Context: an optimization exercise on an open-source flow, tuned for small area and a short achievable clock period. The choices shown serve that exercise and are no tape-out recipe. In this exercise RTL edits were held to simulation tests only and were not proved equivalent to the original.

== run 1 ==
## rlwe_alu
module rlwe_alu (
    input  wire        clk,
    input  wire        rst,         
    input  wire        in_valid,
    input  wire [2:0]  in_op,
    input  wire [31:0] in_a,
    input  wire [31:0] in_b,
    input  wire [31:0] in_c,
    output wire        out_valid,
    output wire [31:0] out_y0,
    output wire [31:0] out_y1
);
export LEC_CHECK = 0
export CAP_MARGIN = 20
export CORE_MARGIN = 2
export CORE_UTILIZATION = 60
export SLEW_MARGIN = 20
export SYNTH_HIERARCHICAL = 1
export SYNTH_MINIMUM_KEEP_SIZE = 0
create_clock -name core_clock -period 26.0 [get_ports {clk}]
standard.sh (not shown) runs the stock make flow with config.mk's settings and CLKGATE_MAP_FILE= SYNTH_SCRIPT=/design/flow/synth_recipe.tcl, a recipe that flattens the netlist after the stock synthesis.
==> flow/flow/run.sh <==
#!/bin/bash
# The standard layout, with every port buffered by a plain buf_2 instead of
# the delay buffer buffer_ports picks by default.
set -euo pipefail
export BUFFER_PORTS_ARGS="-buffer_cell sky130_fd_sc_hd__buf_2"
bash standard.sh > standard_make.log 2>&1
Run 1: full flow OK, the timing, DRC and antenna checks passed
Input-level comparison between run 2 and run 1:
-- flow/config.mk --
<<< run 1, line 8
export CAP_MARGIN = 20
export CORE_MARGIN = 2
export CORE_UTILIZATION = 60
export SLEW_MARGIN = 20
export SYNTH_HIERARCHICAL = 1
>>> run 2, line 8
export CAP_MARGIN = 20
export CORE_MARGIN = 2
export CORE_UTILIZATION = 40
export SLEW_MARGIN = 20
export SYNTH_HIERARCHICAL = 1
Findings:
In the metrics for run 2 and run 1, the one carrying the lower hold slack is run 2. Wire: run 2 routes less than run 1. Leftover overflow at the end of global routing: run 1 vs run 2 identical. Run 2 did not stop at any stage, and its layout met the timing, DRC and antenna checks. Run 2 against run 1: multi-input combinational area share shrank by 0.95 points; core box area grew by 0.030 mm^2; area after synthesis held steady; worst setup slack grew by 0.018 ns.
The following lists how run 3 was set up differently from run 2:
-- flow/config.mk --
<<< run 2, line 9
export CORE_MARGIN = 2
export CORE_UTILIZATION = 40
export SLEW_MARGIN = 20
export SYNTH_HIERARCHICAL = 1
>>> run 3, line 9
export CORE_MARGIN = 2
export CORE_UTILIZATION = 40
export CTS_CLUSTER_DIAMETER = 90
export CTS_CLUSTER_SIZE = 40
export SLEW_MARGIN = 20
export SYNTH_HIERARCHICAL = 1
## What came out
Final-stage net count | run 3 below run 2
Comparing clock insertion delay at the later pin of the skew report for run 2 and run 3, the bigger number came from run 3.
Taking run 3 as 1.0, run 2 lands at 2.0 on number of clock buffers in the layout.
Total non-filler cell area in the finished layout delta (run 3 − run 2): favourable
On global routing usage on met1: between run 2 and run 3, it ends up lower for run 3.
Cmp run 3 vs run 2: via count of the first global-routing pass lower in run 3
The following lists how run 4 was set up differently from run 3:
-- flow/config.mk --
<<< run 3, line 9
export CORE_MARGIN = 2
export CORE_UTILIZATION = 40
export CTS_CLUSTER_DIAMETER = 90
export CTS_CLUSTER_SIZE = 40
export SLEW_MARGIN = 20
export SYNTH_HIERARCHICAL = 1
>>> run 4, line 9
export CORE_MARGIN = 2
export CORE_UTILIZATION = 40
export CTS_CLUSTER_DIAMETER = 80
export CTS_CLUSTER_SIZE = 35
export SLEW_MARGIN = 20
export SYNTH_HIERARCHICAL = 1
## What came out
- Number of inserted filler cells in the final layout delta (run 4 -> run 3): insignificant
- On wire length of the first global-routing pass, run 3 and run 4 are neck and neck.
- When run 4 is set beside run 3, its routed length on met1 turns out to be 1.2% smaller.
- Run comparison: run 4 top routing layer in use met4; run 3 top routing layer in use met5

Another version of the RTL of rlwe_alu (not shown whole).
==> flow/config.mk <==
export PLATFORM = sky130hd
export DESIGN_NAME = rlwe_alu
export DESIGN_NICKNAME = rlwe_alu
export VERILOG_FILES = /design/flow/design.v
export SDC_FILE = /design/flow/constraint.sdc
export NUM_CORES = 4
export LEC_CHECK = 0
export CAP_MARGIN = 20
export CORE_MARGIN = 2
export CORE_UTILIZATION = 40
export CTS_CLUSTER_DIAMETER = 70
export CTS_CLUSTER_SIZE = 30
export SLEW_MARGIN = 20
export SYNTH_HIERARCHICAL = 1
export SYNTH_MINIMUM_KEEP_SIZE = 0
==> flow/constraint.sdc <==
create_clock -name core_clock -period 26.0 [get_ports {clk}]
set_input_delay 5.2000 -clock core_clock [delete_from_list [all_inputs] [get_ports {clk}]]
set_output_delay 5.2000 -clock core_clock [all_outputs]
set_load 0.01 [all_outputs]
Scripts as last shown in full above: flow/flow/run.sh
Edit:
CTS_CLUSTER_DIAMETER = 80   (was 70)
CTS_CLUSTER_SIZE = 35   (was 30)
Result: The changed run finished with timing, DRC and antenna clean; synthesized cell count is unchanged; register-to-register slack stays flat.

[separate check: timing with driven ports]
The flow's constraints put no driver on any port. The routed layouts listed below were extracted and timed again, unchanged, in two steps.
Step 1: set_driving_cell puts a clkbuf_16 on clk and a buf_2 on each other input, an assumption about the parent block.
Step 2 adds t to the input delays and takes it off the output delays; t is the mean of the earliest and latest rising clock arrival at the registers after step 1. Input paths then give back, and output paths get back, about the clock's delay inside the block.
Three values: no drivers, after step 1, after step 2; two values: the first two.
| run | shift t [ns] | setup WS [ns] | worst setup path at the end | worst slew at a driven data input, ns | pins driven straight from the clock port |
|---|---|---|---|---|---|
| run 1 | 0.629 | 19.691 / 19.630 / 19.790 | register to register | 0.04 | 1 |
| run 2 | 0.682 | 19.709 / 19.644 / 19.795 | register to register | 0.04 | 1 |
| run 3 | 0.701 | 19.646 / 19.586 / 19.749 | register to register | 0.04 | 1 |
| run 4 | 0.707 | 19.662 / 19.601 / 19.776 | register to register | 0.04 | 1 |
| the first run of note 2 | 0.635 | 19.693 / 19.627 / 19.985 | register to register | 0.14 | 1 |
| the second run of note 2 | 0.685 | 19.638 / 19.573 / 19.987 | register to register | 0.15 | 1 |
After both steps every run listed still meets setup and hold.
